Source: an optimization exercise on an open RTL-to-GDS flow (aim: small area, a short achievable clock period and few clock cycles per item). Production flows keep margins and buffers that such runs may drop.
RTL that was checked went through simulation tests only; none was proved equivalent to the original.
Power is estimated from default activity; no workload was simulated.

==> flow/design.v (excerpt) <==
module xarm_codec_a (
    input  wire        clk,
    input  wire        rst,
    input  wire        req_valid,
    output wire        req_ready,
    input  wire [7:0]  req_op,
    input  wire [7:0]  req_cmd,
    input  wire [7:0]  req_n,
    input  wire [7:0]  req_rxn,
    input  wire [15:0] req_dur,
    input  wire        in_valid,
    output wire        in_ready,
    input  wire [7:0]  in_data,
    output wire        out_valid,
    input  wire        out_ready,
    output wire [7:0]  out_data,
    output wire        out_last,
    output wire        resp_valid,
    input  wire        resp_ready,
    output wire [7:0]  resp_status,
    output wire [7:0]  resp_reason,
    output wire [15:0] resp_val
);
For scale: ~1600 cells after synthesis, ~420 flip-flops, roughly 110 I/O pins, ~0.021 mm2 of cells after synthesis.
==> flow/config.mk <==
export PLATFORM = sky130hd
export DESIGN_NAME = xarm_codec_a
export DESIGN_NICKNAME = xarm_codec_a
export VERILOG_FILES = /design/flow/design.v
export SDC_FILE = /design/flow/constraint.sdc
export NUM_CORES = 4
export LEC_CHECK = 0
export CAP_MARGIN = 20
export CORE_MARGIN = 2
export CORE_UTILIZATION = 40
export SETUP_SLACK_MARGIN = 3.8
export SLEW_MARGIN = 20
==> flow/constraint.sdc <==
create_clock -name core_clock -period 6.5 [get_ports {clk}]
set_input_delay 1.3000 -clock core_clock [delete_from_list [all_inputs] [get_ports {clk}]]
set_output_delay 1.3000 -clock core_clock [all_outputs]
set_load 0.01 [all_outputs]
standard.sh (not shown) runs the stock make flow with config.mk's settings and CLKGATE_MAP_FILE= SYNTH_SCRIPT=/design/flow/synth_recipe.tcl, a recipe that flattens the netlist after the stock synthesis.
==> flow/flow/run.sh <==
#!/bin/bash
# The standard layout, with plain buf_2 cells as the port buffers instead of
# the delay cells buffer_ports picks on its own.
set -euo pipefail
export BUFFER_PORTS_ARGS="-buffer_cell sky130_fd_sc_hd__buf_2"
bash standard.sh > standard_flow.log 2>&1
Change:
- CORE_UTILIZATION: 40 -> 60
Outcome: Fmax shrinks by a few percent. Global-route usage grows by 9.7 points. Clock power grows by a few percent. Register-to-register slack loses 0.19 ns. Routed wire length shrinks by a little under a tenth. Die area shrinks by a quarter to a third. Final area shrinks by a few percent. Core utilization grows by 24 points. Synthesized area is unchanged. Worst setup slack loses 0.14 ns. Count of clock-buffer cells in the layout shrinks by 20.
Change:
- CORE_UTILIZATION: 60 -> 40
- CTS_BUF_LIST: default -> sky130_fd_sc_hd__clkbuf_4 sky130_fd_sc_hd__clkbuf_8
- SETUP_SLACK_MARGIN: 3.8 -> 3.9
=> Hold slack gets worse by 0.0072 ns. Routed wire length increases by 6.4%. Power came out lower by 1.1%. Count of clock-buffer cells in the layout climbs by 51. Via count climbs by 1.3%. Design area went up by 3.8%. Setup slack is better by 0.16 ns. Sequential share of layout area is lower by 1.7 points.
No functional check of the RTL was part of any run of this note.

xarm_codec_a, a different RTL version from the one above (not shown whole).
Size in the first run: roughly 1700 cells after synthesis, ~420 flip-flops, about 110 I/O pins.
Settings: LEC_CHECK=0, CAP_MARGIN=20, CORE_MARGIN=2, CORE_UTILIZATION=50, CTS_BUF_LIST=sky130_fd_sc_hd__clkbuf_4 sky130_fd_sc_hd__clkbuf_8, SETUP_SLACK_MARGIN=3.9, SLEW_MARGIN=20; clock period 6.5 ns.
Scripts as last shown in full above: flow/flow/run.sh
Testbench counts at the start, summed over its fixed seeds: cycles 160,886, items 3,200.
Rerun with:
- CORE_UTILIZATION: 50 -> 40
- SETUP_SLACK_MARGIN: 3.9 -> 3.6
- TNS_END_PERCENT: default -> 2
After rerunning: The new run finished with timing, DRC and antenna clean. Cell area went down by a little under a tenth. Worst setup slack is worse by 0.28 ns. Global-route usage went down by 5.8 points. Combinational power went down by a quarter to a third. Wire length went down by a few percent. Clock-buffer cell count went up by 11. Hold slack is about the same. Power went down by a little under a tenth. Core utilization went down by 17 points. First-iteration DRC count went up by about a fifth. Sequential cell count is unchanged.
Rerun with:
- SETUP_SLACK_MARGIN: 3.6 -> 3.9
- TNS_END_PERCENT: 2 -> default
What happened: Cell area is higher by 9.2%. Worst setup slack is better by 0.29 ns. Combinational power is higher by 28%. First-iteration DRC count is lower by 18%. Fmax is higher by 10%. Total power is higher by 3.0%. Clock skew is lower by 0.0064 ns.
Rerun with:
- SETUP_SLACK_MARGIN: 3.9 -> 4.2
=>
- die area stays the same
- routed wire length grows by about 8%
- critical path depth grows by 2
- clock skew rose by 0.011 ns
- global-route usage went up by 1.2 points
- register-to-register slack gets better by 0.05 ns
- clock power climbs by about 16%
- clock-buffer cell count came out higher by 16
Rerun with:
- SETUP_SLACK_MARGIN: 4.2 -> 3.9
- TNS_END_PERCENT: default -> 10
Result:
- The changed run produced a clean layout
- routed wire length went down by 2.2%
- non-clock buffer count went down by 148
- maximum frequency went down by 2.8%

xarm_codec_a, a different RTL version from the one above (not shown whole).
Size in the first run: roughly 1600 cells after synthesis, about 430 flip-flops, about 110 I/O pins.
Settings: LEC_CHECK=0, CAP_MARGIN=20, CORE_MARGIN=2, CORE_UTILIZATION=40, CTS_BUF_LIST=sky130_fd_sc_hd__clkbuf_4 sky130_fd_sc_hd__clkbuf_8, SETUP_SLACK_MARGIN=3.9, SLEW_MARGIN=20, TNS_END_PERCENT=2; clock period 6.5 ns.
Scripts as last shown in full above: flow/flow/run.sh
Change:
--- a/flow/config.mk
+++ b/flow/config.mk
@@ -13,2 +13 @@
 export SLEW_MARGIN = 20
-export TNS_END_PERCENT = 2
After rerunning:
- global-route usage went up by 1.9 points
- non-clock buffer count rose by 58
- sequential share of layout area went down by 2.6 points
- total power goes up by a few percent
- final cell count goes up by a few percent
- cell area rises by a few percent
- clock skew decreases by 0.020 ns
- sequential power stays flat
- routed wire length grows by a little under a tenth
- via count is higher by a few percent
- critical path depth grows by 1
Change:
--- a/flow/config.mk
+++ b/flow/config.mk
@@ -11,3 +11,3 @@
 export CTS_BUF_LIST = sky130_fd_sc_hd__clkbuf_4 sky130_fd_sc_hd__clkbuf_8
-export SETUP_SLACK_MARGIN = 3.9
+export SETUP_SLACK_MARGIN = 4.2
 export SLEW_MARGIN = 20
Die area does not change.
Routed wire length came out higher by 3.5%.
Non-clock buffer count rose by 73.
Worst setup slack degrades by 0.0075 ns.
Critical path depth rose by 1.
First-iteration DRC count went down by 5.2%.
Synthesized cell count stays the same.
Total power increases by 3.8%.
Count of clock-buffer cells in the layout is higher by 3.
Synthesized area does not change.
Fmax barely changes.
No functional check of the RTL was part of any run of this note.

RTL: one of the versions met above, not the one the previous note started from.
For scale: about 420 flip-flops, roughly 110 I/O pins, about 22000 um2 of cells after synthesis.
clock: 6.5 ns
lec_check: 0
cap_margin: 20
core_margin: 2
core_utilization: 40
cts_buf_list: sky130_fd_sc_hd__clkbuf_4 sky130_fd_sc_hd__clkbuf_8
setup_slack_margin: 4.2
slew_margin: 20
tns_end_percent: 5
Scripts as last shown in full above: flow/flow/run.sh
Testbench counts at the start, summed over its fixed seeds: cycles 160,886, items 3,200.
==> next run, changes <==
--- a/flow/config.mk
+++ b/flow/config.mk
@@ -9,6 +9,4 @@
 export CORE_MARGIN = 2
 export CORE_UTILIZATION = 40
-export CTS_BUF_LIST = sky130_fd_sc_hd__clkbuf_4 sky130_fd_sc_hd__clkbuf_8
-export SETUP_SLACK_MARGIN = 4.2
+export SETUP_SLACK_MARGIN = 3.9
 export SLEW_MARGIN = 20
-export TNS_END_PERCENT = 5
Result: The new run passed the timing, DRC and antenna checks. Via count came out lower by about 0.33%. Setup slack gets better by 0.076 ns. Flip-flop and latch count stays the same. Total power came out higher by about 7%. Synthesized cell count stays the same. Routed wire length came out lower by about 2.5%. First-iteration DRC count came out lower by about 2.2%. Final cell count came out higher by 0.69%. Die area stays the same.
==> next run, changes <==
--- a/flow/config.mk
+++ b/flow/config.mk
@@ -9,4 +9,6 @@
 export CORE_MARGIN = 2
 export CORE_UTILIZATION = 40
+export CTS_BUF_LIST = sky130_fd_sc_hd__clkbuf_4 sky130_fd_sc_hd__clkbuf_8
 export SETUP_SLACK_MARGIN = 3.9
 export SLEW_MARGIN = 20
+export TNS_END_PERCENT = 2
Result:
- The changed run went through all stages and came out clean
- design area shrinks by 7.9%
- power falls by 6.1%
- wire length barely changes
- die area does not change
- final cell count decreases by 1.7%
- area after synthesis stays the same
- clock-buffer cell count came out higher by 43
- first-iteration DRC count goes up by 11%
==> next run, changes <==
--- a/flow/config.mk
+++ b/flow/config.mk
@@ -9,6 +9,4 @@
 export CORE_MARGIN = 2
 export CORE_UTILIZATION = 40
-export CTS_BUF_LIST = sky130_fd_sc_hd__clkbuf_4 sky130_fd_sc_hd__clkbuf_8
-export SETUP_SLACK_MARGIN = 3.9
+export SETUP_SLACK_MARGIN = 3.6
 export SLEW_MARGIN = 20
-export TNS_END_PERCENT = 2
Outcome: Design area rises by 0.52%. Sequential cell count is unchanged. Combinational power increases by about 3%. Global-route usage barely changes. Core utilization rises by 0.25 points.
==> next run, changes <==
--- a/flow/config.mk
+++ b/flow/config.mk
@@ -9,4 +9,6 @@
 export CORE_MARGIN = 2
 export CORE_UTILIZATION = 40
-export SETUP_SLACK_MARGIN = 3.6
+export CTS_BUF_LIST = sky130_fd_sc_hd__clkbuf_4 sky130_fd_sc_hd__clkbuf_8
+export SETUP_SLACK_MARGIN = 3.9
 export SLEW_MARGIN = 20
+export TNS_END_PERCENT = 0
What happened: Total power came out lower by 0.51%; wire length stays flat; cell area came out higher by 1.3%; first-iteration DRC count came out higher by 5.7%; final cell count came out higher by 2.4%.

Setup of JK:
Another version of the RTL of xarm_codec_a (not shown whole).
Size: ~420 flip-flops, about 22000 µm² of cells after synthesis.
==> flow/config.mk <==
export PLATFORM = sky130hd
export DESIGN_NAME = xarm_codec_a
export DESIGN_NICKNAME = xarm_codec_a
export VERILOG_FILES = /design/flow/design.v
export SDC_FILE = /design/flow/constraint.sdc
export NUM_CORES = 4
export LEC_CHECK = 0
export CAP_MARGIN = 20
export CORE_MARGIN = 2
export CORE_UTILIZATION = 40
export SETUP_SLACK_MARGIN = 3.0
export SLEW_MARGIN = 20
==> flow/constraint.sdc <==
create_clock -name core_clock -period 6.5 [get_ports {clk}]
set_input_delay 1.3000 -clock core_clock [delete_from_list [all_inputs] [get_ports {clk}]]
set_output_delay 1.3000 -clock core_clock [all_outputs]
set_load 0.01 [all_outputs]
run.sh (not shown) runs the stock make flow with config.mk's settings and CLKGATE_MAP_FILE= SYNTH_SCRIPT=/design/flow/synth_recipe.tcl, a recipe that flattens the netlist after the stock synthesis.
Stock flow here: none of the scripts above is used.
JK completed end to end with timing, DRC and antenna clean.
[inputs] MS vs JK
Settings: SETUP_SLACK_MARGIN changed from 3.0 to 3.6.
[summary]
MS ends up with a core occupancy in the finished layout that is 3.2 points higher than in JK.
Relative to JK, share of cell area taken by flip-flops and latches decreased by 2.8 points in MS.
MS -> JK: fraction of area in multi-input gates flat
Relative to JK, the count of plain and timing-repair buffers in the layout measured on MS has increased by more than a quarter.
met3 layer wire length in the routed design came out higher on MS than on JK.
Overall power consumption (higher): MS
The maximum clock frequency of MS is lower than that of JK.
Comparing JK and MS, the lower cell count along the critical path is on JK.
No functional check of the RTL was part of any run of this note.

port drivers added, routing unchanged:
No port has a modelled driver above. Below, the same layouts with a new extraction and two added sets of constraints.
Step 1: set_driving_cell puts a clkbuf_16 on clk and a buf_2 on each other input, an assumption about the parent block.
Step 2 times the ports against the registers' clock, not the clock port: input delays grow and output delays shrink by t, the midpoint of the rising clock arrivals with the driver on.
Slacks: ideal ports / drivers / drivers and shift; pairs: ideal ports / drivers.
run	t, ns	setup WS [ns]	worst hold slack (ns)	latest minus earliest clock arrival (ns)	cell pins on the clock port's net
the first run of note 1	0.647	3.540 / 3.564 / 2.917	0.496 / 0.496 / 0.496	0.032 / 0.032	1
the second run of note 1	0.627	3.402 / 3.402 / 2.892	0.473 / 0.473 / 0.473	0.016 / 0.016	1
the third run of note 1	0.711	3.563 / 3.526 / 2.878	0.466 / 0.466 / 0.466	0.043 / 0.042	1
the first run of note 2	0.669	3.720 / 3.720 / 3.202	0.529 / 0.529 / 0.529	0.038 / 0.039	1
the second run of note 2	0.705	3.444 / 3.444 / 2.863	0.532 / 0.532 / 0.532	0.046 / 0.046	1
the third run of note 2	0.690	3.732 / 3.732 / 3.218	0.522 / 0.522 / 0.522	0.031 / 0.031	1
the fourth run of note 2	0.698	3.778 / 3.778 / 3.169	0.520 / 0.520 / 0.520	0.043 / 0.042	1
the fifth run of note 2	0.700	3.699 / 3.699 / 3.056	0.530 / 0.530 / 0.530	0.042 / 0.043	1
the first run of note 3	0.712	3.543 / 3.543 / 2.901	0.495 / 0.495 / 0.495	0.062 / 0.063	1
the second run of note 3	0.707	3.622 / 3.637 / 2.948	0.492 / 0.492 / 0.492	0.042 / 0.043	1
the third run of note 3	0.716	3.614 / 3.614 / 2.934	0.486 / 0.486 / 0.486	0.031 / 0.031	1
the first run of note 4	0.720	3.662 / 3.663 / 2.974	0.518 / 0.518 / 0.518	0.047 / 0.047	1
the second run of note 4	0.643	3.738 / 3.738 / 3.244	0.529 / 0.529 / 0.529	0.027 / 0.028	1
the third run of note 4	0.710	3.649 / 3.649 / 3.025	0.532 / 0.532 / 0.532	0.051 / 0.051	1
the fourth run of note 4	0.645	3.515 / 3.515 / 2.959	0.524 / 0.524 / 0.524	0.040 / 0.040	1
the fifth run of note 4	0.716	3.688 / 3.699 / 3.010	0.522 / 0.522 / 0.522	0.033 / 0.033	1
JK	0.629	2.464 / 2.448 / 1.818	0.476 / 0.476 / 0.476	0.016 / 0.015	1
MS	0.647	2.377 / 2.396 / 1.749	0.472 / 0.472 / 0.472	0.025 / 0.026	1
After both steps setup and hold are still met in every run listed. The setup slack of the first run of note 4, which loses most, moves by +0.001 ns with the drivers and by -0.688 ns with both steps.
